From an optimization exercise on the open Yosys and OpenROAD flow, aimed at small area, a short achievable clock period and few clock cycles per item; shortcuts taken in it are not production practice.
RTL that was checked went through simulation tests only; none was proved equivalent to the original.
No functional check of the RTL was part of run 3.

===== flow/config.mk =====
export PLATFORM = sky130hd
export DESIGN_NAME = uac_rx
export DESIGN_NICKNAME = uac_rx
export VERILOG_FILES = /design/flow/design.v
export SDC_FILE = /design/flow/constraint.sdc
export NUM_CORES = 4
export LEC_CHECK = 0
export CAP_MARGIN = 20
export CORE_MARGIN = 2
export CORE_UTILIZATION = 40
export SLEW_MARGIN = 20

===== flow/constraint.sdc =====
create_clock -name core_clock -period 24.0 [get_ports {clk}]
set_input_delay 4.8000 -clock core_clock [delete_from_list [all_inputs] [get_ports {clk}]]
set_output_delay 4.8000 -clock core_clock [all_outputs]
set_load 0.01 [all_outputs]

===== flow/design.v =====
module uac_rx (
    input  wire        clk,
    input  wire        rst,           
    input  wire        in_valid,
    output wire        in_ready,
    input  wire [15:0] in_sample,     
    output reg         frame_done,
    output wire        det,
    output reg         ev_valid,
    output wire [11:0] ev_word
);
    localparam [1:0] EXPECT_ONE  = 2'd0;
    localparam [1:0] EXPECT_ZERO = 2'd1;
    localparam [1:0] LOCKED      = 2'd2;
    localparam [1:0] FAILED      = 2'd3;
    reg         rdy;
    reg  [15:3] xr;           
    reg         vr;           
    reg  [9:0]  idx;          
    reg         clr;          
    reg         rr;           
    assign in_ready = rdy;
    wire take = in_valid & rdy;
    reg  [22:0] s1, s2;
    reg  [1:0]  phase;
    reg         lk, lkn, lkd, lkdn;
    wire [11:0] xs = xr[15:4];
    wire fs1;
    wire fc2;
    assign fs1 = 1'b1 ^ xs[0] ^ ~s2[0];
    assign fc2 = (1'b1 & xs[0]) | (~s2[0] & (1'b1 ^ xs[0]));
    wire fs3;
    wire fc4;
    assign fs3 = 1'b0 ^ s1[0] ^ s2[1];
    assign fc4 = (1'b0 & s1[0]) | (s2[1] & (1'b0 ^ s1[0]));
    wire fs5;
    wire fc6;
    assign fs5 = xs[1] ^ (lk ? s1[2] : s1[3]) ^ (lkn ? s1[5] : s1[11]);
    assign fc6 = (xs[1] & (lk ? s1[2] : s1[3])) | ((lkn ? s1[5] : s1[11]) & (xs[1] ^ (lk ? s1[2] : s1[3])));
    wire fs7;
    wire fc8;
    assign fs7 = s1[1] ^ ~xs[2] ^ s2[2];
    assign fc8 = (s1[1] & ~xs[2]) | (s2[2] & (s1[1] ^ ~xs[2]));
    wire fs9;
    wire fc10;
    assign fs9 = (lk ? s1[3] : s1[4]) ^ (lkn ? s1[6] : s1[12]) ^ (lkd ? ~s1[7] : ~s1[11]);
    assign fc10 = ((lk ? s1[3] : s1[4]) & (lkn ? s1[6] : s1[12])) | ((lkd ? ~s1[7] : ~s1[11]) & ((lk ? s1[3] : s1[4]) ^ (lkn ? s1[6] : s1[12])));
    wire fs11;
    wire fc12;
    assign fs11 = s1[2] ^ ~xs[3] ^ s2[3];
    assign fc12 = (s1[2] & ~xs[3]) | (s2[3] & (s1[2] ^ ~xs[3]));
    wire fs13;
    wire fc14;
    assign fs13 = (lk ? s1[4] : s1[5]) ^ (lkn ? s1[7] : s1[13]) ^ (lkd ? ~s1[8] : ~s1[12]);
    assign fc14 = ((lk ? s1[4] : s1[5]) & (lkn ? s1[7] : s1[13])) | ((lkd ? ~s1[8] : ~s1[12]) & ((lk ? s1[4] : s1[5]) ^ (lkn ? s1[7] : s1[13])));
    wire fs15;
    wire fc16;
    assign fs15 = s1[3] ^ ~xs[4] ^ s2[4];
    assign fc16 = (s1[3] & ~xs[4]) | (s2[4] & (s1[3] ^ ~xs[4]));
    wire fs17;
    wire fc18;
    assign fs17 = (lk ? s1[5] : s1[6]) ^ (lkn ? s1[8] : s1[14]) ^ (lkd ? ~s1[9] : ~s1[13]);
    assign fc18 = ((lk ? s1[5] : s1[6]) & (lkn ? s1[8] : s1[14])) | ((lkd ? ~s1[9] : ~s1[13]) & ((lk ? s1[5] : s1[6]) ^ (lkn ? s1[8] : s1[14])));
    wire fs19;
    wire fc20;
    assign fs19 = s1[4] ^ ~xs[5] ^ s2[5];
    assign fc20 = (s1[4] & ~xs[5]) | (s2[5] & (s1[4] ^ ~xs[5]));
    wire fs21;
    wire fc22;
    assign fs21 = (lk ? s1[6] : s1[7]) ^ (lkn ? s1[9] : s1[15]) ^ (lkd ? ~s1[10] : ~s1[14]);
    assign fc22 = ((lk ? s1[6] : s1[7]) & (lkn ? s1[9] : s1[15])) | ((lkd ? ~s1[10] : ~s1[14]) & ((lk ? s1[6] : s1[7]) ^ (lkn ? s1[9] : s1[15])));
    wire fs23;
    wire fc24;
    assign fs23 = s1[5] ^ ~xs[6] ^ s2[6];
    assign fc24 = (s1[5] & ~xs[6]) | (s2[6] & (s1[5] ^ ~xs[6]));
    wire fs25;
    wire fc26;
    assign fs25 = (lk ? s1[7] : s1[8]) ^ (lkn ? s1[10] : s1[16]) ^ (lkd ? ~s1[11] : ~s1[15]);
    assign fc26 = ((lk ? s1[7] : s1[8]) & (lkn ? s1[10] : s1[16])) | ((lkd ? ~s1[11] : ~s1[15]) & ((lk ? s1[7] : s1[8]) ^ (lkn ? s1[10] : s1[16])));
    wire fs27;
    wire fc28;
    assign fs27 = s1[6] ^ ~xs[7] ^ s2[7];
    assign fc28 = (s1[6] & ~xs[7]) | (s2[7] & (s1[6] ^ ~xs[7]));
    wire fs29;
    wire fc30;
    assign fs29 = (lk ? s1[8] : s1[9]) ^ (lkn ? s1[11] : s1[17]) ^ (lkd ? ~s1[12] : ~s1[16]);
    assign fc30 = ((lk ? s1[8] : s1[9]) & (lkn ? s1[11] : s1[17])) | ((lkd ? ~s1[12] : ~s1[16]) & ((lk ? s1[8] : s1[9]) ^ (lkn ? s1[11] : s1[17])));
    wire fs31;
    wire fc32;
    assign fs31 = s1[7] ^ ~xs[8] ^ s2[8];
    assign fc32 = (s1[7] & ~xs[8]) | (s2[8] & (s1[7] ^ ~xs[8]));
    wire fs33;
    wire fc34;
    assign fs33 = (lk ? s1[9] : s1[10]) ^ (lkn ? s1[12] : s1[18]) ^ (lkd ? ~s1[13] : ~s1[17]);
    assign fc34 = ((lk ? s1[9] : s1[10]) & (lkn ? s1[12] : s1[18])) | ((lkd ? ~s1[13] : ~s1[17]) & ((lk ? s1[9] : s1[10]) ^ (lkn ? s1[12] : s1[18])));
    wire fs35;
    wire fc36;
    assign fs35 = lkn ^ s1[8] ^ s2[9];
    assign fc36 = (lkn & s1[8]) | (s2[9] & (lkn ^ s1[8]));
    wire fs37;
    wire fc38;
    assign fs37 = xs[9] ^ (lk ? s1[10] : s1[11]) ^ (lkn ? s1[13] : s1[19]);
    assign fc38 = (xs[9] & (lk ? s1[10] : s1[11])) | ((lkn ? s1[13] : s1[19]) & (xs[9] ^ (lk ? s1[10] : s1[11])));
    wire hs39;
    wire hc40;
    assign hs39 = (lkd ? ~s1[14] : ~s1[18]) ^ (lkdn ? ~s1[21] : ~s1[15]);
    assign hc40 = (lkd ? ~s1[14] : ~s1[18]) & (lkdn ? ~s1[21] : ~s1[15]);
    wire fs41;
    wire fc42;
    assign fs41 = 1'b0 ^ s1[9] ^ s2[10];
    assign fc42 = (1'b0 & s1[9]) | (s2[10] & (1'b0 ^ s1[9]));
    wire fs43;
    wire fc44;
    assign fs43 = xs[10] ^ (lk ? s1[11] : s1[12]) ^ (lkn ? s1[14] : s1[20]);
    assign fc44 = (xs[10] & (lk ? s1[11] : s1[12])) | ((lkn ? s1[14] : s1[20]) & (xs[10] ^ (lk ? s1[11] : s1[12])));
    wire hs45;
    wire hc46;
    assign hs45 = (lkd ? ~s1[15] : ~s1[19]) ^ (lkdn ? s1[22] : ~s1[16]);
    assign hc46 = (lkd ? ~s1[15] : ~s1[19]) & (lkdn ? s1[22] : ~s1[16]);
    wire fs47;
    wire fc48;
    assign fs47 = s1[10] ^ xs[11] ^ s2[11];
    assign fc48 = (s1[10] & xs[11]) | (s2[11] & (s1[10] ^ xs[11]));
    wire fs49;
    wire fc50;
    assign fs49 = (lk ? s1[12] : s1[13]) ^ (lkn ? s1[15] : s1[21]) ^ (lkd ? ~s1[16] : ~s1[20]);
    assign fc50 = ((lk ? s1[12] : s1[13]) & (lkn ? s1[15] : s1[21])) | ((lkd ? ~s1[16] : ~s1[20]) & ((lk ? s1[12] : s1[13]) ^ (lkn ? s1[15] : s1[21])));
    wire fs51;
    wire fc52;
    assign fs51 = lk ^ s1[11] ^ s2[12];
    assign fc52 = (lk & s1[11]) | (s2[12] & (lk ^ s1[11]));
    wire hs53;
    wire hc54;
    assign hs53 = (lk ? s1[13] : s1[14]) ^ (lkn ? s1[16] : ~s1[22]);
    assign hc54 = (lk ? s1[13] : s1[14]) & (lkn ? s1[16] : ~s1[22]);
    wire fs55;
    wire fc56;
    assign fs55 = lkn ^ s1[12] ^ s2[13];
    assign fc56 = (lkn & s1[12]) | (s2[13] & (lkn ^ s1[12]));
    wire hs57;
    wire hc58;
    assign hs57 = (lk ? s1[14] : s1[15]) ^ (lkn & s1[17]);
    assign hc58 = (lk ? s1[14] : s1[15]) & (lkn & s1[17]);
    wire fs59;
    wire fc60;
    assign fs59 = 1'b0 ^ s1[13] ^ s2[14];
    assign fc60 = (1'b0 & s1[13]) | (s2[14] & (1'b0 ^ s1[13]));
    wire hs61;
    wire hc62;
    assign hs61 = (lk ? s1[15] : s1[16]) ^ (lkn & s1[18]);
    assign hc62 = (lk ? s1[15] : s1[16]) & (lkn & s1[18]);
    wire fs63;
    wire fc64;
    assign fs63 = 1'b0 ^ s1[14] ^ s2[15];
    assign fc64 = (1'b0 & s1[14]) | (s2[15] & (1'b0 ^ s1[14]));
    wire hs65;
    wire hc66;
    assign hs65 = (lk ? s1[16] : s1[17]) ^ (lkn & s1[19]);
    assign hc66 = (lk ? s1[16] : s1[17]) & (lkn & s1[19]);
    wire fs67;
    wire fc68;
    assign fs67 = lk ^ s1[15] ^ s2[16];
    assign fc68 = (lk & s1[15]) | (s2[16] & (lk ^ s1[15]));
    wire hs69;
    wire hc70;
    assign hs69 = (lk ? s1[17] : s1[18]) ^ (lkn & s1[20]);
    assign hc70 = (lk ? s1[17] : s1[18]) & (lkn & s1[20]);
    wire fs71;
    wire fc72;
    assign fs71 = lk ^ s1[16] ^ s2[17];
    assign fc72 = (lk & s1[16]) | (s2[17] & (lk ^ s1[16]));
    wire hs73;
    wire hc74;
    assign hs73 = lkn ^ (~lkn & s1[1]);
    assign hc74 = lkn & (~lkn & s1[1]);
    wire hs75;
    wire hc76;
    assign hs75 = (~lkn & s1[2]) ^ (~lkd & ~s1[1]);
    assign hc76 = (~lkn & s1[2]) & (~lkd & ~s1[1]);
    wire hs77;
    wire hc78;
    assign hs77 = (~lkn & s1[3]) ^ (~lkd & ~s1[2]);
    assign hc78 = (~lkn & s1[3]) & (~lkd & ~s1[2]);
    wire fs79;
    wire fc80;
    assign fs79 = lk ^ (~lkn & s1[4]) ^ (~lkd & ~s1[3]);
    assign fc80 = (lk & (~lkn & s1[4])) | ((~lkd & ~s1[3]) & (lk ^ (~lkn & s1[4])));
    wire fs81;
    wire fc82;
    assign fs81 = lk ^ (~lkn & s1[5]) ^ (lkd ? ~s1[0] : ~s1[4]);
    assign fc82 = (lk & (~lkn & s1[5])) | ((lkd ? ~s1[0] : ~s1[4]) & (lk ^ (~lkn & s1[5])));
    wire hs83;
    wire hc84;
    assign hs83 = (lkn ? s1[0] : s1[6]) ^ (lkd ? ~s1[1] : ~s1[5]);
    assign hc84 = (lkn ? s1[0] : s1[6]) & (lkd ? ~s1[1] : ~s1[5]);
    wire hs85;
    wire hc86;
    assign hs85 = (lkn ? s1[1] : s1[7]) ^ (lkd ? ~s1[2] : ~s1[6]);
    assign hc86 = (lkn ? s1[1] : s1[7]) & (lkd ? ~s1[2] : ~s1[6]);
    wire fs87;
    wire fc88;
    assign fs87 = (~lk & s1[0]) ^ (lkn ? s1[2] : s1[8]) ^ (lkd ? ~s1[3] : ~s1[7]);
    assign fc88 = ((~lk & s1[0]) & (lkn ? s1[2] : s1[8])) | ((lkd ? ~s1[3] : ~s1[7]) & ((~lk & s1[0]) ^ (lkn ? s1[2] : s1[8])));
    wire fs89;
    wire fc90;
    assign fs89 = (lk ? s1[0] : s1[1]) ^ (lkn ? s1[3] : s1[9]) ^ (lkd ? ~s1[4] : ~s1[8]);
    assign fc90 = ((lk ? s1[0] : s1[1]) & (lkn ? s1[3] : s1[9])) | ((lkd ? ~s1[4] : ~s1[8]) & ((lk ? s1[0] : s1[1]) ^ (lkn ? s1[3] : s1[9])));
    wire fs91;
    wire fc92;
    assign fs91 = fs1 ^ (lk ? s1[1] : s1[2]) ^ (lkn ? s1[4] : s1[10]);
    assign fc92 = (fs1 & (lk ? s1[1] : s1[2])) | ((lkn ? s1[4] : s1[10]) & (fs1 ^ (lk ? s1[1] : s1[2])));
    wire hs93;
    wire hc94;
    assign hs93 = (lkd ? ~s1[5] : ~s1[9]) ^ (lkdn ? ~s1[12] : ~s1[6]);
    assign hc94 = (lkd ? ~s1[5] : ~s1[9]) & (lkdn ? ~s1[12] : ~s1[6]);
    wire fs95;
    wire fc96;
    assign fs95 = fc2 ^ (lkd ? ~s1[6] : ~s1[10]) ^ (lkdn ? ~s1[13] : ~s1[7]);
    assign fc96 = (fc2 & (lkd ? ~s1[6] : ~s1[10])) | ((lkdn ? ~s1[13] : ~s1[7]) & (fc2 ^ (lkd ? ~s1[6] : ~s1[10])));
    wire fs97;
    wire fc98;
    assign fs97 = ~fs3 ^ (lk & ~s1[14]) ^ fs5;
    assign fc98 = (~fs3 & (lk & ~s1[14])) | (fs5 & (~fs3 ^ (lk & ~s1[14])));
    wire fs99;
    wire fc100;
    assign fs99 = fc4 ^ fs7 ^ (lkdn ? s1[14] : s1[8]);
    assign fc100 = (fc4 & fs7) | ((lkdn ? s1[14] : s1[8]) & (fc4 ^ fs7));
    wire fs101;
    wire fc102;
    assign fs101 = (lk & ~s1[15]) ^ fc6 ^ fs9;
    assign fc102 = ((lk & ~s1[15]) & fc6) | (fs9 & ((lk & ~s1[15]) ^ fc6));
    wire fs103;
    wire fc104;
    assign fs103 = fc8 ^ fs11 ^ (lkdn ? s1[15] : s1[9]);
    assign fc104 = (fc8 & fs11) | ((lkdn ? s1[15] : s1[9]) & (fc8 ^ fs11));
    wire fs105;
    wire fc106;
    assign fs105 = (lk & ~s1[16]) ^ fc10 ^ fs13;
    assign fc106 = ((lk & ~s1[16]) & fc10) | (fs13 & ((lk & ~s1[16]) ^ fc10));
    wire fs107;
    wire fc108;
    assign fs107 = fc12 ^ fs15 ^ (lkdn ? s1[16] : s1[10]);
    assign fc108 = (fc12 & fs15) | ((lkdn ? s1[16] : s1[10]) & (fc12 ^ fs15));
    wire fs109;
    wire fc110;
    assign fs109 = (lk & ~s1[17]) ^ fc14 ^ fs17;
    assign fc110 = ((lk & ~s1[17]) & fc14) | (fs17 & ((lk & ~s1[17]) ^ fc14));
    wire fs111;
    wire fc112;
    assign fs111 = fc16 ^ fs19 ^ (lkdn ? s1[17] : s1[11]);
    assign fc112 = (fc16 & fs19) | ((lkdn ? s1[17] : s1[11]) & (fc16 ^ fs19));
    wire fs113;
    wire fc114;
    assign fs113 = (lk & ~s1[18]) ^ fc18 ^ fs21;
    assign fc114 = ((lk & ~s1[18]) & fc18) | (fs21 & ((lk & ~s1[18]) ^ fc18));
    wire fs115;
    wire fc116;
    assign fs115 = fc20 ^ fs23 ^ (lkdn ? s1[18] : s1[12]);
    assign fc116 = (fc20 & fs23) | ((lkdn ? s1[18] : s1[12]) & (fc20 ^ fs23));
    wire fs117;
    wire fc118;
    assign fs117 = (lk & ~s1[19]) ^ fc22 ^ fs25;
    assign fc118 = ((lk & ~s1[19]) & fc22) | (fs25 & ((lk & ~s1[19]) ^ fc22));
    wire fs119;
    wire fc120;
    assign fs119 = fc24 ^ fs27 ^ (lkdn ? s1[19] : s1[13]);
    assign fc120 = (fc24 & fs27) | ((lkdn ? s1[19] : s1[13]) & (fc24 ^ fs27));
    wire fs121;
    wire fc122;
    assign fs121 = (lk & ~s1[20]) ^ fc26 ^ fs29;
    assign fc122 = ((lk & ~s1[20]) & fc26) | (fs29 & ((lk & ~s1[20]) ^ fc26));
    wire fs123;
    wire fc124;
    assign fs123 = fc28 ^ fs31 ^ (lkdn ? s1[20] : s1[14]);
    assign fc124 = (fc28 & fs31) | ((lkdn ? s1[20] : s1[14]) & (fc28 ^ fs31));
    wire fs125;
    wire fc126;
    assign fs125 = (lk & ~s1[21]) ^ fc30 ^ fs33;
    assign fc126 = ((lk & ~s1[21]) & fc30) | (fs33 & ((lk & ~s1[21]) ^ fc30));
    wire fs127;
    wire fc128;
    assign fs127 = fc32 ^ fs35 ^ (~lk | ~s1[22]);
    assign fc128 = (fc32 & fs35) | ((~lk | ~s1[22]) & (fc32 ^ fs35));
    wire fs129;
    wire fc130;
    assign fs129 = hs39 ^ fc34 ^ fs37;
    assign fc130 = (hs39 & fc34) | (fs37 & (hs39 ^ fc34));
    wire fs131;
    wire fc132;
    assign fs131 = fc36 ^ fs41 ^ ~hs45;
    assign fc132 = (fc36 & fs41) | (~hs45 & (fc36 ^ fs41));
    wire fs133;
    wire fc134;
    assign fs133 = hc40 ^ fc38 ^ fs43;
    assign fc134 = (hc40 & fc38) | (fs43 & (hc40 ^ fc38));
    wire fs135;
    wire fc136;
    assign fs135 = fc42 ^ fs47 ^ (lkdn | s1[17]);
    assign fc136 = (fc42 & fs47) | ((lkdn | s1[17]) & (fc42 ^ fs47));
    wire fs137;
    wire fc138;
    assign fs137 = hc46 ^ fc44 ^ fs49;
    assign fc138 = (hc46 & fc44) | (fs49 & (hc46 ^ fc44));
    wire fs139;
    wire fc140;
    assign fs139 = fc48 ^ fs51 ^ (lkd ? s1[17] : s1[21]);
    assign fc140 = (fc48 & fs51) | ((lkd ? s1[17] : s1[21]) & (fc48 ^ fs51));
    wire fs141;
    wire fc142;
    assign fs141 = (~lkdn & ~s1[18]) ^ hs53 ^ fc50;
    assign fc142 = ((~lkdn & ~s1[18]) & hs53) | (fc50 & ((~lkdn & ~s1[18]) ^ hs53));
    wire fs143;
    wire fc144;
    assign fs143 = fc52 ^ fs55 ^ (lkd ? s1[18] : ~s1[22]);
    assign fc144 = (fc52 & fs55) | ((lkd ? s1[18] : ~s1[22]) & (fc52 ^ fs55));
    wire fs145;
    wire fc146;
    assign fs145 = (~lkdn & ~s1[19]) ^ hs57 ^ hc54;
    assign fc146 = ((~lkdn & ~s1[19]) & hs57) | (hc54 & ((~lkdn & ~s1[19]) ^ hs57));
    wire fs147;
    wire fc148;
    assign fs147 = fc56 ^ fs59 ^ (~lkd | s1[19]);
    assign fc148 = (fc56 & fs59) | ((~lkd | s1[19]) & (fc56 ^ fs59));
    wire fs149;
    wire fc150;
    assign fs149 = (~lkdn & ~s1[20]) ^ hs61 ^ hc58;
    assign fc150 = ((~lkdn & ~s1[20]) & hs61) | (hc58 & ((~lkdn & ~s1[20]) ^ hs61));
    wire fs151;
    wire fc152;
    assign fs151 = fc60 ^ fs63 ^ (~lkd | s1[20]);
    assign fc152 = (fc60 & fs63) | ((~lkd | s1[20]) & (fc60 ^ fs63));
    wire fs153;
    wire fc154;
    assign fs153 = (~lkdn & ~s1[21]) ^ hs65 ^ hc62;
    assign fc154 = ((~lkdn & ~s1[21]) & hs65) | (hc62 & ((~lkdn & ~s1[21]) ^ hs65));
    wire fs155;
    wire fc156;
    assign fs155 = fc64 ^ fs67 ^ (~lkd | s1[21]);
    assign fc156 = (fc64 & fs67) | ((~lkd | s1[21]) & (fc64 ^ fs67));
    wire fs157;
    wire fc158;
    assign fs157 = (~lkdn & s1[22]) ^ hs69 ^ hc66;
    assign fc158 = ((~lkdn & s1[22]) & hs69) | (hc66 & ((~lkdn & s1[22]) ^ hs69));
    wire fs159;
    wire fc160;
    assign fs159 = fc68 ^ fs71 ^ (lk ? ~s1[18] : ~s1[19]);
    assign fc160 = (fc68 & fs71) | ((lk ? ~s1[18] : ~s1[19]) & (fc68 ^ fs71));
    wire fs161;
    wire fc162;
    assign fs161 = (lkn & s1[21]) ^ (lkd & s1[22]) ^ hc70;
    assign fc162 = ((lkn & s1[21]) & (lkd & s1[22])) | (hc70 & ((lkn & s1[21]) ^ (lkd & s1[22])));
    wire fs163;
    wire fc164;
    assign fs163 = lkn ^ s1[17] ^ s2[18];
    assign fc164 = (lkn & s1[17]) | (s2[18] & (lkn ^ s1[17]));
    wire fs165;
    wire fc166;
    assign fs165 = fc72 ^ (lk ? ~s1[19] : ~s1[20]) ^ (~lkn | s1[22]);
    assign fc166 = (fc72 & (lk ? ~s1[19] : ~s1[20])) | ((~lkn | s1[22]) & (fc72 ^ (lk ? ~s1[19] : ~s1[20])));
    wire fs167;
    wire fc168;
    assign fs167 = 1'b0 ^ s1[18] ^ s2[19];
    assign fc168 = (1'b0 & s1[18]) | (s2[19] & (1'b0 ^ s1[18]));
    wire hs169;
    wire hc170;
    assign hs169 = lkn ^ s1[19];
    assign hc170 = lkn | s1[19];
    wire hs171;
    wire hc172;
    assign hs171 = lk ^ s1[20];
    assign hc172 = lk | s1[20];
    wire hs173;
    wire hc174;
    assign hs173 = (~lkd & ~s1[0]) ^ (lkdn & ~s1[3]);
    assign hc174 = (~lkd & ~s1[0]) & (lkdn & ~s1[3]);
    wire fs175;
    wire fc176;
    assign fs175 = (lkdn & ~s1[4]) ^ (lk & ~s1[5]) ^ hs75;
    assign fc176 = ((lkdn & ~s1[4]) & (lk & ~s1[5])) | (hs75 & ((lkdn & ~s1[4]) ^ (lk & ~s1[5])));
    wire fs177;
    wire fc178;
    assign fs177 = (lkdn & ~s1[5]) ^ (lk & ~s1[6]) ^ hs77;
    assign fc178 = ((lkdn & ~s1[5]) & (lk & ~s1[6])) | (hs77 & ((lkdn & ~s1[5]) ^ (lk & ~s1[6])));
    wire fs179;
    wire fc180;
    assign fs179 = (lkdn ? ~s1[6] : ~s1[0]) ^ (lk & ~s1[7]) ^ hc78;
    assign fc180 = ((lkdn ? ~s1[6] : ~s1[0]) & (lk & ~s1[7])) | (hc78 & ((lkdn ? ~s1[6] : ~s1[0]) ^ (lk & ~s1[7])));
    wire fs181;
    wire fc182;
    assign fs181 = (lkdn ? ~s1[7] : ~s1[1]) ^ (lk & ~s1[8]) ^ fc80;
    assign fc182 = ((lkdn ? ~s1[7] : ~s1[1]) & (lk & ~s1[8])) | (fc80 & ((lkdn ? ~s1[7] : ~s1[1]) ^ (lk & ~s1[8])));
    wire fs183;
    wire fc184;
    assign fs183 = (lkdn ? ~s1[8] : ~s1[2]) ^ (lk & ~s1[9]) ^ hs83;
    assign fc184 = ((lkdn ? ~s1[8] : ~s1[2]) & (lk & ~s1[9])) | (hs83 & ((lkdn ? ~s1[8] : ~s1[2]) ^ (lk & ~s1[9])));
    wire fs185;
    wire fc186;
    assign fs185 = (lkdn ? ~s1[9] : ~s1[3]) ^ (lk & ~s1[10]) ^ hs85;
    assign fc186 = ((lkdn ? ~s1[9] : ~s1[3]) & (lk & ~s1[10])) | (hs85 & ((lkdn ? ~s1[9] : ~s1[3]) ^ (lk & ~s1[10])));
    wire fs187;
    wire fc188;
    assign fs187 = (lkdn ? ~s1[10] : ~s1[4]) ^ (lk & ~s1[11]) ^ hc86;
    assign fc188 = ((lkdn ? ~s1[10] : ~s1[4]) & (lk & ~s1[11])) | (hc86 & ((lkdn ? ~s1[10] : ~s1[4]) ^ (lk & ~s1[11])));
    wire fs189;
    wire fc190;
    assign fs189 = (lkdn ? ~s1[11] : ~s1[5]) ^ (lk & ~s1[12]) ^ fc88;
    assign fc190 = ((lkdn ? ~s1[11] : ~s1[5]) & (lk & ~s1[12])) | (fc88 & ((lkdn ? ~s1[11] : ~s1[5]) ^ (lk & ~s1[12])));
    wire fs191;
    wire fc192;
    assign fs191 = (lk & ~s1[13]) ^ hs93 ^ fc90;
    assign fc192 = ((lk & ~s1[13]) & hs93) | (fc90 & ((lk & ~s1[13]) ^ hs93));
    wire fs193;
    wire fc194;
    assign fs193 = hc94 ^ fc92 ^ fs95;
    assign fc194 = (hc94 & fc92) | (fs95 & (hc94 ^ fc92));
    wire fs195;
    wire fc196;
    assign fs195 = fc96 ^ ~fs99 ^ fc98;
    assign fc196 = (fc96 & ~fs99) | (fc98 & (fc96 ^ ~fs99));
    wire fs197;
    wire fc198;
    assign fs197 = fc100 ^ fs103 ^ ~fc102;
    assign fc198 = (fc100 & fs103) | (~fc102 & (fc100 ^ fs103));
    wire fs199;
    wire fc200;
    assign fs199 = fc104 ^ fs107 ^ ~fc106;
    assign fc200 = (fc104 & fs107) | (~fc106 & (fc104 ^ fs107));
    wire fs201;
    wire fc202;
    assign fs201 = fc108 ^ fs111 ^ ~fc110;
    assign fc202 = (fc108 & fs111) | (~fc110 & (fc108 ^ fs111));
    wire fs203;
    wire fc204;
    assign fs203 = fc112 ^ fs115 ^ ~fc114;
    assign fc204 = (fc112 & fs115) | (~fc114 & (fc112 ^ fs115));
    wire fs205;
    wire fc206;
    assign fs205 = fc116 ^ fs119 ^ ~fc118;
    assign fc206 = (fc116 & fs119) | (~fc118 & (fc116 ^ fs119));
    wire fs207;
    wire fc208;
    assign fs207 = fc120 ^ fs123 ^ ~fc122;
    assign fc208 = (fc120 & fs123) | (~fc122 & (fc120 ^ fs123));
    wire fs209;
    wire fc210;
    assign fs209 = fc124 ^ fs127 ^ ~fc126;
    assign fc210 = (fc124 & fs127) | (~fc126 & (fc124 ^ fs127));
    wire fs211;
    wire fc212;
    assign fs211 = fc128 ^ fs131 ^ ~fc130;
    assign fc212 = (fc128 & fs131) | (~fc130 & (fc128 ^ fs131));
    wire fs213;
    wire fc214;
    assign fs213 = fs135 ^ fc132 ^ ~fc134;
    assign fc214 = (fs135 & fc132) | (~fc134 & (fs135 ^ fc132));
    wire fs215;
    wire fc216;
    assign fs215 = fc136 ^ fs139 ^ ~fs141;
    assign fc216 = (fc136 & fs139) | (~fs141 & (fc136 ^ fs139));
    wire fs217;
    wire fc218;
    assign fs217 = fc140 ^ fs143 ^ ~fs145;
    assign fc218 = (fc140 & fs143) | (~fs145 & (fc140 ^ fs143));
    wire fs219;
    wire fc220;
    assign fs219 = fc144 ^ fs147 ^ ~fc146;
    assign fc220 = (fc144 & fs147) | (~fc146 & (fc144 ^ fs147));
    wire fs221;
    wire fc222;
    assign fs221 = fc148 ^ fs151 ^ ~fc150;
    assign fc222 = (fc148 & fs151) | (~fc150 & (fc148 ^ fs151));
    wire fs223;
    wire fc224;
    assign fs223 = fc152 ^ fs155 ^ ~fc154;
    assign fc224 = (fc152 & fs155) | (~fc154 & (fc152 ^ fs155));
    wire fs225;
    wire fc226;
    assign fs225 = fc156 ^ fs159 ^ ~fc158;
    assign fc226 = (fc156 & fs159) | (~fc158 & (fc156 ^ fs159));
    wire fs227;
    wire fc228;
    assign fs227 = fs163 ^ fc160 ^ fs165;
    assign fc228 = (fs163 & fc160) | (fs165 & (fs163 ^ fc160));
    wire fs229;
    wire fc230;
    assign fs229 = fc164 ^ fs167 ^ (lk ? ~s1[20] : ~s1[21]);
    assign fc230 = (fc164 & fs167) | ((lk ? ~s1[20] : ~s1[21]) & (fc164 ^ fs167));
    wire fs231;
    wire fc232;
    assign fs231 = s2[20] ^ ~hs169 ^ fc168;
    assign fc232 = (s2[20] & ~hs169) | (fc168 & (s2[20] ^ ~hs169));
    wire fs233;
    wire fc234;
    assign fs233 = s2[21] ^ ~hs171 ^ hc170;
    assign fc234 = (s2[21] & ~hs171) | (hc170 & (s2[21] ^ ~hs171));
    wire hs235;
    wire hc236;
    assign hs235 = ~s1[21] ^ s2[22];
    assign hc236 = ~s1[21] & s2[22];
    wire hs237;
    wire hc238;
    assign hs237 = lkn ^ (lkdn & ~s1[0]);
    assign hc238 = lkn & (lkdn & ~s1[0]);
    wire hs239;
    wire hc240;
    assign hs239 = (lkdn & ~s1[1]) ^ (lk & ~s1[2]);
    assign hc240 = (lkdn & ~s1[1]) & (lk & ~s1[2]);
    wire fs241;
    wire fc242;
    assign fs241 = (~lkn & s1[0]) ^ (lkdn & ~s1[2]) ^ (lk & ~s1[3]);
    assign fc242 = ((~lkn & s1[0]) & (lkdn & ~s1[2])) | ((lk & ~s1[3]) & ((~lkn & s1[0]) ^ (lkdn & ~s1[2])));
    wire fs243;
    wire fc244;
    assign fs243 = (lk & ~s1[4]) ^ hs173 ^ hs73;
    assign fc244 = ((lk & ~s1[4]) & hs173) | (hs73 & ((lk & ~s1[4]) ^ hs173));
    wire fs245;
    wire fc246;
    assign fs245 = hc74 ^ hc174 ^ fs175;
    assign fc246 = (hc74 & hc174) | (fs175 & (hc74 ^ hc174));
    wire fs247;
    wire fc248;
    assign fs247 = hc76 ^ fc176 ^ fs177;
    assign fc248 = (hc76 & fc176) | (fs177 & (hc76 ^ fc176));
    wire fs249;
    wire fc250;
    assign fs249 = fs79 ^ fc178 ^ fs179;
    assign fc250 = (fs79 & fc178) | (fs179 & (fs79 ^ fc178));
    wire fs251;
    wire fc252;
    assign fs251 = fs81 ^ fc180 ^ fs181;
    assign fc252 = (fs81 & fc180) | (fs181 & (fs81 ^ fc180));
    wire fs253;
    wire fc254;
    assign fs253 = fc82 ^ fs183 ^ fc182;
    assign fc254 = (fc82 & fs183) | (fc182 & (fc82 ^ fs183));
    wire fs255;
    wire fc256;
    assign fs255 = hc84 ^ fc184 ^ fs185;
    assign fc256 = (hc84 & fc184) | (fs185 & (hc84 ^ fc184));
    wire fs257;
    wire fc258;
    assign fs257 = fs87 ^ fc186 ^ fs187;
    assign fc258 = (fs87 & fc186) | (fs187 & (fs87 ^ fc186));
    wire fs259;
    wire fc260;
    assign fs259 = fs89 ^ fc188 ^ fs189;
    assign fc260 = (fs89 & fc188) | (fs189 & (fs89 ^ fc188));
    wire fs261;
    wire fc262;
    assign fs261 = fs91 ^ fc190 ^ fs191;
    assign fc262 = (fs91 & fc190) | (fs191 & (fs91 ^ fc190));
    wire fs263;
    wire fc264;
    assign fs263 = fc192 ^ fs193 ^ fs97;
    assign fc264 = (fc192 & fs193) | (fs97 & (fc192 ^ fs193));
    wire fs265;
    wire fc266;
    assign fs265 = fc194 ^ fs101 ^ fs195;
    assign fc266 = (fc194 & fs101) | (fs195 & (fc194 ^ fs101));
    wire fs267;
    wire fc268;
    assign fs267 = fs105 ^ fc196 ^ ~fs197;
    assign fc268 = (fs105 & fc196) | (~fs197 & (fs105 ^ fc196));
    wire fs269;
    wire fc270;
    assign fs269 = ~fs109 ^ fc198 ^ fs199;
    assign fc270 = (~fs109 & fc198) | (fs199 & (~fs109 ^ fc198));
    wire fs271;
    wire fc272;
    assign fs271 = ~fs113 ^ fc200 ^ fs201;
    assign fc272 = (~fs113 & fc200) | (fs201 & (~fs113 ^ fc200));
    wire fs273;
    wire fc274;
    assign fs273 = ~fs117 ^ fc202 ^ fs203;
    assign fc274 = (~fs117 & fc202) | (fs203 & (~fs117 ^ fc202));
    wire fs275;
    wire fc276;
    assign fs275 = ~fs121 ^ fc204 ^ fs205;
    assign fc276 = (~fs121 & fc204) | (fs205 & (~fs121 ^ fc204));
    wire fs277;
    wire fc278;
    assign fs277 = ~fs125 ^ fc206 ^ fs207;
    assign fc278 = (~fs125 & fc206) | (fs207 & (~fs125 ^ fc206));
    wire fs279;
    wire fc280;
    assign fs279 = ~fs129 ^ fc208 ^ fs209;
    assign fc280 = (~fs129 & fc208) | (fs209 & (~fs129 ^ fc208));
    wire fs281;
    wire fc282;
    assign fs281 = ~fs133 ^ fc210 ^ fs211;
    assign fc282 = (~fs133 & fc210) | (fs211 & (~fs133 ^ fc210));
    wire fs283;
    wire fc284;
    assign fs283 = ~fs137 ^ fc212 ^ fs213;
    assign fc284 = (~fs137 & fc212) | (fs213 & (~fs137 ^ fc212));
    wire fs285;
    wire fc286;
    assign fs285 = ~fc138 ^ fc214 ^ fs215;
    assign fc286 = (~fc138 & fc214) | (fs215 & (~fc138 ^ fc214));
    wire fs287;
    wire fc288;
    assign fs287 = ~fc142 ^ fs217 ^ fc216;
    assign fc288 = (~fc142 & fs217) | (fc216 & (~fc142 ^ fs217));
    wire fs289;
    wire fc290;
    assign fs289 = ~fs149 ^ fs219 ^ fc218;
    assign fc290 = (~fs149 & fs219) | (fc218 & (~fs149 ^ fs219));
    wire fs291;
    wire fc292;
    assign fs291 = ~fs153 ^ fc220 ^ fs221;
    assign fc292 = (~fs153 & fc220) | (fs221 & (~fs153 ^ fc220));
    wire fs293;
    wire fc294;
    assign fs293 = ~fs157 ^ fc222 ^ fs223;
    assign fc294 = (~fs157 & fc222) | (fs223 & (~fs157 ^ fc222));
    wire fs295;
    wire fc296;
    assign fs295 = ~fs161 ^ fc224 ^ fs225;
    assign fc296 = (~fs161 & fc224) | (fs225 & (~fs161 ^ fc224));
    wire fs297;
    wire fc298;
    assign fs297 = ~fc162 ^ fs227 ^ fc226;
    assign fc298 = (~fc162 & fs227) | (fc226 & (~fc162 ^ fs227));
    wire fs299;
    wire fc300;
    assign fs299 = fc166 ^ fs229 ^ fc228;
    assign fc300 = (fc166 & fs229) | (fc228 & (fc166 ^ fs229));
    wire fs301;
    wire fc302;
    assign fs301 = (lk ? ~s1[21] : s1[22]) ^ fs231 ^ fc230;
    assign fc302 = ((lk ? ~s1[21] : s1[22]) & fs231) | (fc230 & ((lk ? ~s1[21] : s1[22]) ^ fs231));
    wire fs303;
    wire fc304;
    assign fs303 = fs233 ^ (~lk | s1[22]) ^ fc232;
    assign fc304 = (fs233 & (~lk | s1[22])) | (fc232 & (fs233 ^ (~lk | s1[22])));
    wire fs305;
    wire fc306;
    assign fs305 = ~hs235 ^ hc172 ^ fc234;
    assign fc306 = (~hs235 & hc172) | (fc234 & (~hs235 ^ hc172));
    wire [36:0] dp_a = {~fs305, ~fs303, ~fs301, ~fs299, ~fs297, ~fs295, ~fs293, ~fs291, ~fs289, ~fs287, ~fs285, ~fs283, ~fs281, ~fs279, ~fs277, ~fs275, ~fs273, ~fs271, ~fs269, fs267, fs265, fs263, fs261, fs259, fs257, fs255, fs253, fs251, fs249, fs247, fs245, fs243, fs241, hs239, hs237, (lk & ~s1[0]), 1'b0};
    wire [36:0] dp_b = {~fc304, ~fc302, ~fc300, ~fc298, ~fc296, ~fc294, ~fc292, ~fc290, ~fc288, ~fc286, ~fc284, ~fc282, ~fc280, ~fc278, ~fc276, ~fc274, ~fc272, ~fc270, fc268, fc266, fc264, fc262, fc260, fc258, fc256, fc254, fc252, fc250, fc248, fc246, fc244, fc242, hc240, hc238, (lk & ~s1[1]), lk, 1'b0};
    wire [36:0] dp_sum = dp_a + dp_b;
    wire [22:0] s_new = dp_sum[36:14];
    reg         pw;           
    reg         ps;           
    reg  [12:0] acc;
    wire hi1  = ~((&s1[22:10]) | ~(|s1[22:10]));
    wire hi2  = ~((&s2[22:10]) | ~(|s2[22:10]));
    wire big  = hi1 | hi2;
    wire lo1  = (&s1[22:7]) | ~(|s1[22:7]);
    wire lo2  = (&s2[22:7]) | ~(|s2[22:7]);
    wire tiny = lo1 & lo2;
    wire [3:0]  j   = idx[3:0];
    wire        b1  = s1[j];
    wire        b2  = s2[j];
    wire        neg = (j == 4'd10);
    wire [13:0] t1  = b1 ? {{3{s1[10]}}, s1[10:0]} : 14'd0;
    wire [13:0] t2  = b2 ? {xr[15], xr[15:3]} : 14'd0;
    wire [13:0] an  = {acc[12], acc} + (t1 ^ {14{neg}}) + (t2 ^ {14{~neg}}) + 14'd1;
    wire        fin = (pw & ~ps & (big | tiny)) | (ps & (j == 4'd11));
    wire        det_v = big | (~tiny & ~acc[12] & (|acc[11:5]));    
    reg  [4:0]  win;
    reg  [2:0]  frame_cnt;
    reg         transfer_active;
    reg  [7:0]  pending;
    reg  [2:0]  bits_in_byte;
    reg  [1:0]  ev_kind;      
    reg  [7:0]  ev_data;
    assign det     = win[0];
    assign ev_word = {2'b00, ev_kind, ev_data};
    wire [4:0]  win_n = {win[3:0], det_v};
    wire [2:0]  vsum  = win_n[0] + win_n[1] + win_n[2] + win_n[3] + win_n[4];
    wire        bit_v = (vsum > 3'd2);
    reg  [1:0]  phase1;
    reg         sync_lost;
    wire [7:0]  pend_n = {pending[6:0], bit_v};
    wire [2:0]  bib_n  = bits_in_byte + 3'd1;
    always @* begin
        phase1    = phase;
        sync_lost = 1'b0;
        if (phase != LOCKED) begin
            if (phase == EXPECT_ONE && vsum == 3'd5)
                phase1 = EXPECT_ZERO;
            else if (phase == EXPECT_ZERO && vsum == 3'd0)
                phase1 = EXPECT_ONE;
            else if (phase != FAILED) begin
                phase1    = FAILED;
                sync_lost = 1'b1;
            end
        end
    end
    reg  [1:0]  phase2;
    always @* begin
        phase2 = phase;
        if (transfer_active && frame_cnt == 3'd4) begin
            phase2 = phase1;
            if (bib_n == 3'd0) begin
                if (pend_n == 8'd0)
                    phase2 = EXPECT_ONE;
                else if (phase1 == EXPECT_ONE)
                    phase2 = LOCKED;
            end
        end
    end
    wire last = vr ? (idx == 10'd1022) : (&idx);
    always @(posedge clk) begin
        if (rdy)
            xr <= in_sample[15:3];
        else if (ps)
            xr <= xr;
        else if (pw)
            xr <= s_new[12:0];
        else
            xr <= 13'd0;
        clr  <= rst | fin;
        ev_data <= sync_lost ? 8'h00 : pend_n;
        ev_kind <= (bib_n == 3'd0 && pend_n == 8'd0) ? 2'd3 : sync_lost ? 2'd2 : 2'd1;
        rr   <= rst;
        lkd  <= (phase == LOCKED);
        lkdn <= (phase != LOCKED);
        frame_done <= 1'b0;
        ev_valid   <= 1'b0;
        vr         <= take & ~rst;
        if (rst) begin
            rdy   <= 1'b1;
            idx   <= 10'd0;
            pw    <= 1'b0;
            ps    <= 1'b0;
            phase <= EXPECT_ONE;
        end else begin
            if (vr | ps)
                idx <= idx + 10'd1;
            if (in_valid & last)
                rdy <= 1'b0;
            if (vr & (&idx))
                pw <= 1'b1;
            if (pw & ~ps & ~(big | tiny))
                ps <= 1'b1;
            if (fin) begin
                pw    <= 1'b0;
                ps    <= 1'b0;
                idx   <= 10'd0;
                rdy   <= 1'b1;
                phase <= phase2;
                frame_done <= 1'b1;
                if (transfer_active && frame_cnt == 3'd4 &&
                    (sync_lost || (bib_n == 3'd0 && (pend_n == 8'd0 || phase1 == LOCKED))))
                    ev_valid <= 1'b1;
            end
        end
        if (clr) begin
            s1  <= 23'd0;
            s2  <= 23'd0;
            acc <= 13'd0;
        end else begin
            if (vr) begin
                s2 <= s1;
                s1 <= s_new;
            end
            if (ps)
                acc <= an[13:1];
        end
        if (rr) begin
            win             <= 5'd0;
            frame_cnt       <= 3'd0;
            transfer_active <= 1'b0;
            lk              <= 1'b0;
            lkn             <= 1'b1;
            pending         <= 8'd0;
            bits_in_byte    <= 3'd0;
        end else if (fin) begin
            win <= win_n;
            lk  <= (phase2 == LOCKED);
            lkn <= (phase2 != LOCKED);
            if (!transfer_active) begin
                if (det_v) begin
                    transfer_active <= 1'b1;
                    frame_cnt       <= 3'd1;
                end
            end else if (frame_cnt != 3'd4) begin
                frame_cnt <= frame_cnt + 3'd1;
            end else begin
                frame_cnt    <= 3'd0;
                pending      <= pend_n;
                bits_in_byte <= bib_n;
                if (bib_n == 3'd0 && pend_n == 8'd0) begin
                    transfer_active <= 1'b0;
                    bits_in_byte    <= 3'd0;
                end
            end
        end
    end
endmodule

===== flow/flow/run.sh =====
#!/bin/bash
# The standard layout, with the port buffers made from buf_4 cells instead of
# the default buffer choice (a slow delay buffer).
set -euo pipefail
export BUFFER_PORTS_ARGS="-buffer_cell sky130_fd_sc_hd__buf_4"
bash standard.sh > standard.log 2>&1

===== flow/standard.sh =====
#!/bin/bash
# synth_recipe.tcl (not shown) runs the flow's synth.tcl, then flattens the netlist and writes it again
# the make line also repeats each setting of config.mk as NAME=value (left out here)
make -C /OpenROAD-flow-scripts/flow DESIGN_CONFIG=/design/flow/config.mk WORK_HOME=/design/flow/orfs CLKGATE_MAP_FILE= SYNTH_SCRIPT=/design/flow/synth_recipe.tcl "${@:-finish}"

==> impl_metrics.py, run 1 <==
metrics = {
    "outcome": {
        "status": "finished clean",
    },
    "place": {
        "gp_congestion": 0.865,
        "detailed_place_hpwl_um": 24000,
        "placed_area_um2": 13000,
        "port_buffers": 29,
    },
    "detailed_routing": {
        "vias": 9784,
        "wl_per_cell_um": 18.4,
        "drc_errors": 0,
        "drtPass1Iterations": 5,
        "ant_nets": 0,
        "wl_um": 33000,
        "avgViaCountPerCell": 5.44,
        "drt-initial-drc-count": 668,
    },
    "critical_path": {
        "path_max_fanout": 27,
        "required_ns": 24.33,
        "path_class": "flip-flop to flip-flop",
        "cp-end-kind": "flip-flop",
        "worstReg2RegStart": "lk",
        "ff2ff_setup_slack_ns": 17.53,
        "reg2reg_to": "s1[20]",
        "worstPathArrival_ns": 6.80,
        "reg2reg_depth": 17,
        "cp-start-kind": "flip-flop",
    },
    "finish": {
        "finalInstanceArea_um2": 13600,
        "n_antenna_cell": 0,
        "fill_cells": 3037,
        "multi_input_area_um2": 8860,
        "area.sequential_um2": 2620,
        "areaGrowthSynthToFinish_pct": 8.25,
        "nNetsFinal": 1634,
        "drive_above_1_share": 0.0877,
    },
    "min_path": {
        "hold-path-endpoint": "win[3]",
        "min_from": "win[3]",
        "min_path_type": "flip-flop to flip-flop",
        "min_path_cells": 2,
    },
    "clocking": {
        "cts_made_buffers": 17,
        "cts_root_buf": "clkbuf_16",
        "cts_tree": "done",
        "cts_num_sinks": 124,
        "clk_latency_ns": 0.44,
        "cts_resized": 0,
        "cts.clk_slew.worst_paths_ns": 0.07,
        "htreeDepth": 4,
        "post_cts_buffers": 0,
        "postCtsHoldBufs": 0,
        "clockBufferDepth": 2,
    },
    "global_routing": {
        "grt_use_met1": 0.284,
        "antenna_found_initial": 0,
        "grt_use_met3": 0.0405,
        "grt_max_degree": 48,
        "top_usage_layer": "met2",
        "grt_pass1_vias": 9891,
        "grt_overflow_total": 0,
        "grt_pass1_wl_um": 53700,
        "use_met2": 0.342,
        "grt.total_usage": 0.209,
    },
    "logic_synthesis": {
        "syn_area_um2": 12600,
        "synth_commonest_cells": "inv_1 (196), fa_1 (142), nand2_1 (133), dfxtp_1 (111), nor2_1 (103)",
        "ys_seq_area_frac": 0.208,
        "synth_area_leaders": "fa_1 (23%), dfxtp_1 (18%), ha_1 (8.4%)",
        "async_flop_share": 0,
        "yosysUniqueCellTypes": 71,
        "synth_area_leader_cell": "fa_1",
        "ys_warn_count": 1,
        "synth_edf_count": 13,
        "netlist_instances": 1409,
        "synth_area_per_cell_um2": 8.91,
        "synthFlopType": "dfxtp_1",
        "yosysMostFrequentCell": "inv_1",
        "yosysTopAreaCellShare": 0.226,
        "ys_seq_elements": 124,
    },
    "timing": {
        "fin_crit_sh": 0.270,
        "maxSlewViolCount": 0,
        "relSlewSlack": 0.237,
        "grt_setup_unrepaired": "false",
        "tightest_slew_ns": 1.14,
        "max_freq_mhz": 154,
        "post-route-min-period_ns": 6.47,
        "setup_viol": 0,
        "hold_viol_final": 0,
        "fin_skew_ns": 0.0163,
        "setup_tns_ns": 0,
    },
    "die": {
        "dieArea_um2": 32800,
        "num_io_pins": 35,
        "die_h_um": 181,
        "core_area_um2": 30700,
        "num_rows": 64,
        "start_util": 0.408,
        "die_w_um": 181,
    },
    "run": {
        "cap_violations": 0,
    },
}
registers in the layout, summed over array words and instances, names as in the netlist, 2 cells and up:
name and count:
ev_data 8, xr 13, ev_kind 2, idx 10
acc 13, win 4, s1 23, bits_in_byte 3
phase 2, s2 23, frame_cnt 3, pending 7
kinds of logic after synthesis:
group | synth area share
adder cells (fa/ha/maj) | 0.310
AND/OR/NAND/NOR | 0.150
AO/OA/AOI/OAI | 0.122
multiplexers | 0.0888
buffers and inverters | 0.0869
flip-flops | 0.208
XOR/XNOR | 0.0335
other | 0.000299
critical path: stages (launching register included):
cell and delay (ns):
dfxtp_2 0.73, buf_4 0.44, mux2_2 0.40, fa_1 0.53
inv_1 0.06, fa_1 0.38, fa_1 0.49, inv_1 0.05
fa_1 0.45, ha_1 0.43, nand4_1 0.30, nor3_1 0.27
nand4_1 0.15, o21ai_0 0.60, a21oi_1 0.36, a211oi_1 0.32
o21ai_0 0.11, a32o_1 0.25
cell type report:
type / instances / area share
multi-input combinational: 1007 / 0.652
sequential: 124 / 0.193
inverter: 199 / 0.0550
tap: 396 / 0.0365
clock buffer: 17 / 0.0313
timing repair buffer: 40 / 0.0221
clock inverter: 15 / 0.0109
layer usage:
metal / up-vias / part of all wire
met3: 44 / 0.061
met4: 0 / 0.018
met2: 276 / 0.46
met5: - / 0
met1: 4828 / 0.46
li1: 4636 / -
layout by cell type (no fill, tap or decap), types with 21 or more instances in the layout:
cell     instances
inv_1          196
nand2_1        133
ha_1            84
xor2_1          22
dfxtp_1        108
nor3_1          23
nor2b_1         21
buf_4           40
o21ai_0         60
mux2i_1         66
nand3_1         26
nor2_1         103
fa_1           142
xnor2_1         26
a21oi_1         64
worst max path at each step:
stage,end,from,cells past startpoint,slack (ns)
2_1_floorplan,idx[2],rst,4,18.49
3_3_place_gp,s1[20],lk,17,17.63
3_5_place_dp,s1[20],lk,17,17.65
4_1_cts,s1[20],lk,17,17.61
5_1_grt,s1[18],lk,17,17.14
6_report,s1[20],lk,17,17.53
per-stage QoR:
| stage | worst slack (ns) | hold WS [ns] | cells | utilization |
|---|---|---|---|---|
| after floorplan | 18.49 | 0.444 | 1411 | - |
| after global placement | 17.63 | 0.454 | 1766 | 0.423 |
| after detailed placement | 17.65 | 0.464 | 1766 | 0.423 |
| after CTS | 17.61 | 0.478 | 1798 | 0.442 |
| after global routing | 17.14 | 0.510 | 1798 | 0.442 |
| final | 17.53 | 0.476 | 1798 | 0.442 |
Testbench counts, summed over its fixed seeds: cycles 2,464,256, frames 2,400.
==> run 2, diff against run 1 <==
==> flow/run.sh (new file) <==
#!/bin/bash
# synth_recipe.tcl (not shown) runs the flow's synth.tcl, then flattens the netlist and writes it again
# the make line also repeats each setting of config.mk as NAME=value (left out here)
make -C /OpenROAD-flow-scripts/flow DESIGN_CONFIG=/design/flow/config.mk WORK_HOME=/design/flow/orfs CLKGATE_MAP_FILE= SYNTH_SCRIPT=/design/flow/synth_recipe.tcl finish
removed: flow/flow/run.sh
removed: flow/standard.sh
==> run 2 against run 1 <==
  * Critical path depth unchanged
  * Global-route usage up 0.37 points
  * Largest cell class unchanged
  * Non-clock buffer count up 1
  * Via count up 0.29%
  * Final cell count about the same
  * Maximum frequency up 3.7%
  * Critical path type unchanged
==> impl_metrics.py, run 2 <==
metrics = {
    "finish": {
        "mostFrequentLayoutCell": "inv_1",
        "final_cell_mix": "inv_1 (196), fa_1 (142), nand2_1 (133), dfxtp_1 (108), nor2_1 (103)",
        "nNetsFinal": 1635,
        "drive_above_1_share": 0.0677,
        "areaGrowthSynthToFinish_pct": 9.28,
        "n_antenna_cell": 0,
        "top_regs": "s1 (23), s2 (23)",
    },
    "timing": {
        "setup_tns_ns": 0,
        "hold_viol_final": 0,
        "fin_crit_sh": 0.260,
        "fin_skew_ns": 0.0146,
        "setup_ws_ns": 17.76,
        "relSlewSlack": 0.230,
        "grt_setup_unrepaired": "false",
        "setup_viol": 0,
        "post-route-min-period_ns": 6.25,
        "max_freq_mhz": 160,
        "tightest_slew_ns": 1.15,
        "maxSlewViolCount": 0,
    },
    "clocking": {
        "cts_tree": "done",
        "cts.clk_slew.worst_paths_ns": 0.07,
        "clockBufferDepth": 2,
        "post_cts_buffers": 0,
        "cts_made_buffers": 17,
        "cts_root_buf": "clkbuf_16",
        "clk_latency_ns": 0.44,
        "cts_num_sinks": 124,
        "postCtsHoldBufs": 0,
        "cts_resized": 0,
        "htreeDepth": 4,
    },
    "logic_synthesis": {
        "ys_warn_count": 1,
        "synthFlopType": "dfxtp_1",
        "ys_seq_elements": 124,
        "synth_area_leaders": "fa_1 (23%), dfxtp_1 (18%), ha_1 (8.4%)",
        "yosysMostFrequentCell": "inv_1",
        "netlist_instances": 1409,
        "yosysUniqueCellTypes": 71,
        "synth_edf_count": 13,
        "syn_area_um2": 12600,
        "synth_area_leader_cell": "fa_1",
        "synth_area_per_cell_um2": 8.91,
        "async_flop_share": 0,
        "yosysTopAreaCellShare": 0.226,
        "ys_seq_area_frac": 0.208,
        "synth_commonest_cells": "inv_1 (196), fa_1 (142), nand2_1 (133), dfxtp_1 (111), nor2_1 (103)",
    },
    "die": {
        "num_io_pins": 35,
        "dieArea_um2": 32800,
        "num_rows": 64,
        "start_util": 0.408,
        "die_h_um": 181,
        "core_area_um2": 30700,
        "die_w_um": 181,
    },
    "global_routing": {
        "grt_overflow_total": 0,
        "grt_max_degree": 53,
        "grt.total_usage": 0.213,
        "grt_pass1_vias": 10100,
        "grt_pass1_wl_um": 54900,
        "antenna_found_initial": 0,
    },
    "critical_path": {
        "worstPathArrival_ns": 6.58,
        "cp-start-kind": "flip-flop",
        "path_max_fanout": 52,
        "ff2ff_setup_slack_ns": 17.76,
        "cp-end-kind": "flip-flop",
        "reg2reg_depth": 17,
        "required_ns": 24.33,
        "path_class": "flip-flop to flip-flop",
    },
    "detailed_routing": {
        "drc_errors": 0,
        "wl_per_cell_um": 18.6,
        "avgViaCountPerCell": 5.45,
        "drtPass1Iterations": 5,
        "wl_um": 33400,
        "ant_nets": 0,
        "drt-initial-drc-count": 646,
        "vias": 9812,
    },
    "min_path": {
        "min_path_type": "flip-flop to flip-flop",
        "min_path_cells": 2,
    },
    "place": {
        "detailed_place_hpwl_um": 24100,
        "gp_congestion": 0.862,
        "dp_worst_setup_slack_ns": 17.82,
        "port_buffers": 29,
    },
    "outcome": {
        "status": "finished clean",
    },
    "run": {
        "cap_violations": 0,
    },
}
==> run 2: cell counts after synthesis <==
Identical to the previous run, type by type.
==> run 2: area by class of cell <==
class                      instances  area [µm²]
clock buffer                      18         450
clock inverter                    14         171
fill                            3016       17000
inverter                         199         747
multi-input combinational       1007        8860
sequential                       124        2620
tap                              396         495
timing repair buffer              41         380
==> run 2: worst max-delay path, cell delays in order (launching register included) <==
cell and delay (ns):
dfxtp_2 0.31, buf_4 0.55, mux2_2 0.43, fa_1 0.53, inv_1 0.06, fa_1 0.38
fa_1 0.49, inv_1 0.05, fa_1 0.44, ha_1 0.45, nand4_1 0.33, nor3_1 0.27
nand4_1 0.16, o21ai_0 0.59, a21oi_1 0.38, a211oi_1 0.31, o21ai_0 0.11, a32o_1 0.24
==> run 2: final timing paths <==
kind / start / to
worst max register to register: lk / s1[20]
worst min register to register: pending[6] / pending[6]
worst min-delay path: pending[6] / pending[6]
worst max-delay path: lk / s1[20]
==> run 2: cell families (layout without fill, tap and decap cells) <==
logic type / after synthesis / count (layout) / synth area share
AND/OR/NAND/NOR: 399 / 399 / 0.150
buffers and inverters: 280 / 272 / 0.0869
AO/OA/AOI/OAI: 235 / 235 / 0.122
adder cells (fa/ha/maj): 226 / 226 / 0.310
flip-flops: 124 / 124 / 0.208
multiplexers: 96 / 96 / 0.0888
XOR/XNOR: 48 / 48 / 0.0335
other: 1 / 3 / 0.000299
==> run 2: through the flow <==
stage | std cells | hold slack (ns) | utilization | cell area (µm²)
after floorplan | 1411 | 0.444 | - | 12600
after global placement | 1767 | 0.456 | 0.426 | 13100
after detailed placement | 1767 | 0.463 | 0.426 | 13100
after CTS | 1799 | 0.472 | 0.446 | 13700
after global routing | 1799 | 0.498 | 0.446 | 13700
final | 1799 | 0.470 | 0.446 | 13700
==> run 2: per-layer routing <==
| metal | wire length (µm) | vias to the layer above | track usage |
|---|---|---|---|
| met3 | 2170 | 43 | 0.0397 |
| met1 | 15000 | 4864 | 0.288 |
| met4 | 488 | 0 | 0.0478 |
| met5 | 0 | - | 0 |
| li1 | - | 4645 | - |
| met2 | 15800 | 260 | 0.354 |
==> run 3, diff against run 2 <==
--- a/flow/design.v
+++ b/flow/design.v
@@ -643,31 +643,30 @@
     wire [22:0] s_new = dp_sum[36:14];
     reg         pw;           
     reg         ps;           
-    reg  [12:0] acc;
+    reg  [13:0] acc;
     wire hi1  = ~((&s1[22:10]) | ~(|s1[22:10]));
     wire hi2  = ~((&s2[22:10]) | ~(|s2[22:10]));
     wire big  = hi1 | hi2;
     wire lo1  = (&s1[22:7]) | ~(|s1[22:7]);
     wire lo2  = (&s2[22:7]) | ~(|s2[22:7]);
     wire tiny = lo1 & lo2;
-    wire [3:0]  j   = idx[3:0];
-    wire        b1  = s1[j];
-    wire        b2  = s2[j];
-    wire        neg = (j == 4'd10);
-    wire [13:0] t1  = b1 ? {{3{s1[10]}}, s1[10:0]} : 14'd0;
-    wire [13:0] t2  = b2 ? {xr[15], xr[15:3]} : 14'd0;
-    wire [13:0] an  = {acc[12], acc} + (t1 ^ {14{neg}}) + (t2 ^ {14{~neg}}) + 14'd1;
+    wire        sb  = idx[0];
+    wire [3:0]  j   = idx[4:1];
+    wire        bj  = sb ? s2[j] : s1[j];
+    wire [13:0] op  = ~bj ? 14'd0 : sb ? {xr[15], xr[15:3]} : {{3{s1[10]}}, s1[10:0]};
+    wire        sub = sb ^ (j == 4'd10);
+    wire [13:0] an  = acc + (op ^ {14{sub}}) + {13'd0, sub};
     wire        fin = (pw & ~ps & (big | tiny)) | (ps & (j == 4'd11));
-    wire        det_v = big | (~tiny & ~acc[12] & (|acc[11:5]));    
+    wire        det_v = big | (~tiny & ~acc[13] & (|acc[12:5]));    
     reg  [4:0]  win;
     reg  [2:0]  frame_cnt;
     reg         transfer_active;
     reg  [7:0]  pending;
     reg  [2:0]  bits_in_byte;
     reg  [1:0]  ev_kind;      
-    reg  [7:0]  ev_data;
+    reg         nz;           
     assign det     = win[0];
-    assign ev_word = {2'b00, ev_kind, ev_data};
+    assign ev_word = {2'b00, ev_kind, pending};
     wire [4:0]  win_n = {win[3:0], det_v};
     wire [2:0]  vsum  = win_n[0] + win_n[1] + win_n[2] + win_n[3] + win_n[4];
     wire        bit_v = (vsum > 3'd2);
@@ -675,6 +674,7 @@
     reg         sync_lost;
     wire [7:0]  pend_n = {pending[6:0], bit_v};
     wire [2:0]  bib_n  = bits_in_byte + 3'd1;
+    wire        tx_end = (bib_n == 3'd0) & ~nz & ~bit_v;    
     always @* begin
         phase1    = phase;
         sync_lost = 1'b0;
@@ -695,7 +695,7 @@
         if (transfer_active && frame_cnt == 3'd4) begin
             phase2 = phase1;
             if (bib_n == 3'd0) begin
-                if (pend_n == 8'd0)
+                if (tx_end)
                     phase2 = EXPECT_ONE;
                 else if (phase1 == EXPECT_ONE)
                     phase2 = LOCKED;
@@ -713,8 +713,7 @@
         else
             xr <= 13'd0;
         clr  <= rst | fin;
-        ev_data <= sync_lost ? 8'h00 : pend_n;
-        ev_kind <= (bib_n == 3'd0 && pend_n == 8'd0) ? 2'd3 : sync_lost ? 2'd2 : 2'd1;
+        ev_kind <= tx_end ? 2'd3 : sync_lost ? 2'd2 : 2'd1;
         rr   <= rst;
         lkd  <= (phase == LOCKED);
         lkdn <= (phase != LOCKED);
@@ -744,7 +743,7 @@
                 phase <= phase2;
                 frame_done <= 1'b1;
                 if (transfer_active && frame_cnt == 3'd4 &&
-                    (sync_lost || (bib_n == 3'd0 && (pend_n == 8'd0 || phase1 == LOCKED))))
+                    (sync_lost || tx_end || (bib_n == 3'd0 && phase1 == LOCKED)))
                     ev_valid <= 1'b1;
             end
         end
@@ -758,7 +757,7 @@
                 s1 <= s_new;
             end
             if (ps)
-                acc <= an[13:1];
+                acc <= sb ? {an[13], an[13:1]} : an;
         end
         if (rr) begin
             win             <= 5'd0;
@@ -767,6 +766,7 @@
             lk              <= 1'b0;
             lkn             <= 1'b1;
             pending         <= 8'd0;
+            nz              <= 1'b0;
             bits_in_byte    <= 3'd0;
         end else if (fin) begin
             win <= win_n;
@@ -781,9 +781,10 @@
                 frame_cnt <= frame_cnt + 3'd1;
             end else begin
                 frame_cnt    <= 3'd0;
-                pending      <= pend_n;
+                pending      <= sync_lost ? 8'd0 : pend_n;
+                nz           <= (bib_n != 3'd0) & (nz | bit_v);
                 bits_in_byte <= bib_n;
-                if (bib_n == 3'd0 && pend_n == 8'd0) begin
+                if (tx_end) begin
                     transfer_active <= 1'b0;
                     bits_in_byte    <= 3'd0;
                 end
==> flow/flow/run.sh (new file) <==
#!/bin/bash
# The standard layout, with the port buffers made from buf_4 cells instead of
# the default buffer choice (a slow delay buffer).
set -euo pipefail
export BUFFER_PORTS_ARGS="-buffer_cell sky130_fd_sc_hd__buf_4"
bash standard.sh > standard.log 2>&1
==> flow/standard.sh (new file) <==
#!/bin/bash
# synth_recipe.tcl (not shown) runs the flow's synth.tcl, then flattens the netlist and writes it again
# the make line also repeats each setting of config.mk as NAME=value (left out here)
make -C /OpenROAD-flow-scripts/flow DESIGN_CONFIG=/design/flow/config.mk WORK_HOME=/design/flow/orfs CLKGATE_MAP_FILE= SYNTH_SCRIPT=/design/flow/synth_recipe.tcl "${@:-finish}"
removed: flow/run.sh
==> run 3 against run 2 <==
  * Die area shrank 2.0%
  * First-iteration DRC count fell by 2.6%
  * Flip-flop and latch count decreased by 5
  * Maximum frequency shrank 2.9%
==> impl_metrics.py, run 3 <==
metrics = {
    "outcome": {
        "status": "finished clean",
    },
    "clocking": {
        "post_cts_buffers": 0,
        "cts_num_sinks": 119,
        "htreeDepth": 4,
        "clockBufferDepth": 2,
        "cts_root_buf": "clkbuf_16",
        "cts_tree": "done",
    },
    "run": {
        "cap_violations": 0,
    },
    "timing": {
        "relSlewSlack": 0.353,
        "fin_skew_ns": 0.0315,
        "setup_tns_ns": 0,
        "setup_viol": 0,
        "fin_crit_sh": 0.268,
        "grt_setup_unrepaired": "false",
        "maxSlewViolCount": 0,
    },
    "finish": {
        "multi_input_area_um2": 8730,
        "area.sequential_um2": 2520,
        "nNetsFinal": 1612,
        "fill_cells": 2978,
        "final_cell_mix": "inv_1 (193), fa_1 (130), nor2_1 (118), nand2_1 (118), dfxtp_1 (103)",
        "final_core_util": 0.439,
        "top_regs": "s1 (23), s2 (23), acc (14)",
    },
    "logic_synthesis": {
        "synth_area_leader_cell": "fa_1",
        "synth_area_per_cell_um2": 8.80,
        "ys_warn_count": 1,
        "yosysUniqueCellTypes": 72,
        "syn_area_um2": 12300,
        "ys_seq_elements": 119,
        "synth_commonest_cells": "inv_1 (193), fa_1 (130), nand2_1 (118), nor2_1 (118), dfxtp_1 (106)",
        "synth_edf_count": 13,
    },
    "global_routing": {
        "grt_max_degree": 67,
        "antenna_found_initial": 0,
        "grt_pass1_wl_um": 54700,
        "grt_pass1_vias": 9870,
    },
    "critical_path": {
        "cp-end-kind": "output pin",
        "path_max_fanout": 21,
        "required_ns": 19.20,
    },
    "detailed_routing": {
        "drc_errors": 0,
        "avgViaCountPerCell": 5.49,
        "vias": 9829,
    },
    "die": {
        "dieArea_um2": 32200,
        "die_w_um": 179,
        "start_util": 0.404,
    },
    "place": {
        "detailed_place_hpwl_um": 24200,
        "port_buffers": 29,
    },
}
run 3: cell types whose count changed after synthesis, sizes merged, moves of 6 or more:
cell / previous run / this run
a22o: 5 / 11
a21oi: 64 / 57
buf: 23 / 12
a32o: 7 / 1
clkbuf: 58 / 70
fa: 142 / 130
a211oi: 6 / 13
xor2: 22 / 15
mux2i: 67 / 81
nand2: 133 / 118
nor2: 104 / 118
run 3: worst paths after layout:
kind / end / cells past startpoint / startpoint
setup / recovery: in_ready / 1 / rdy
hold / removal: pending[7] / 2 / pending[7]
hold reg to reg: pending[7] / 2 / pending[7]
setup reg to reg: s1[22] / 17 / s1[12]
run 3: stage by stage:
stage          setup slack, ns  hold slack (ns)  instance area [µm²]
2_1_floorplan            18.45            0.429                12300
3_3_place_gp             18.03            0.444                12800
3_5_place_dp             17.95            0.451                12800
4_1_cts                  17.59            0.460                13400
5_1_grt                  17.50            0.501                13400
6_report                 17.57            0.452                13400
run 3: final cells by class:
| type | count | area share |
|---|---|---|
| multi-input combinational | 1003 | 0.654 |
| timing repair buffer | 43 | 0.0242 |
| tap | 396 | 0.0371 |
| clock inverter | 12 | 0.00890 |
| clock buffer | 20 | 0.0327 |
| inverter | 196 | 0.0551 |
| sequential | 119 | 0.188 |
run 3: kinds of logic (layout without fill, tap and decap cells):
kind of cell    after synthesis  in the layout  share of synthesized area
simple gates                399            399                      0.153
other cells                   1              3                   0.000305
mux                         108            108                      0.100
xor+xnor                     45             45                     0.0320
flops                       119            119                      0.204
fa+ha+maj                   213            213                      0.296
compound gates              235            235                      0.127
buf+inv                     278            271                     0.0868
run 3: layer usage:
metal  global-route usage  wire length, µm  vias up  share of wire
li1                     -                -     4649              -
met1                0.294            15400     4838           0.45
met2                0.371            16100      273           0.47
met3               0.0323             1680       69          0.049
met4               0.0736              905        0          0.027
met5                    0                0        -              0

## re-timing with driven ports
No port has a modelled driver above. Below, the same layouts with a new extraction and two added sets of constraints.
Step 1, drivers: a clkbuf_16 drives clk and a buf_2 each remaining input, both assumed.
Step 2 times the ports against the registers' clock, not the clock port: input delays grow and output delays shrink by t, the midpoint of the rising clock arrivals with the driver on.
Three values: ideal ports, drivers, drivers and shift; two values: the first two.
run | shift t [ns] | slack for setup (ns) | hold WS [ns]
run 1 | 0.478 | 17.525 / 17.525 / 17.525 | 0.476 / 0.476 / 0.476
run 2 | 0.477 | 17.755 / 17.755 / 17.755 | 0.470 / 0.470 / 0.470
run 3 | 0.481 | 17.571 / 17.522 / 17.882 | 0.452 / 0.452 / 0.452
After both steps setup and hold are still met in every run listed.
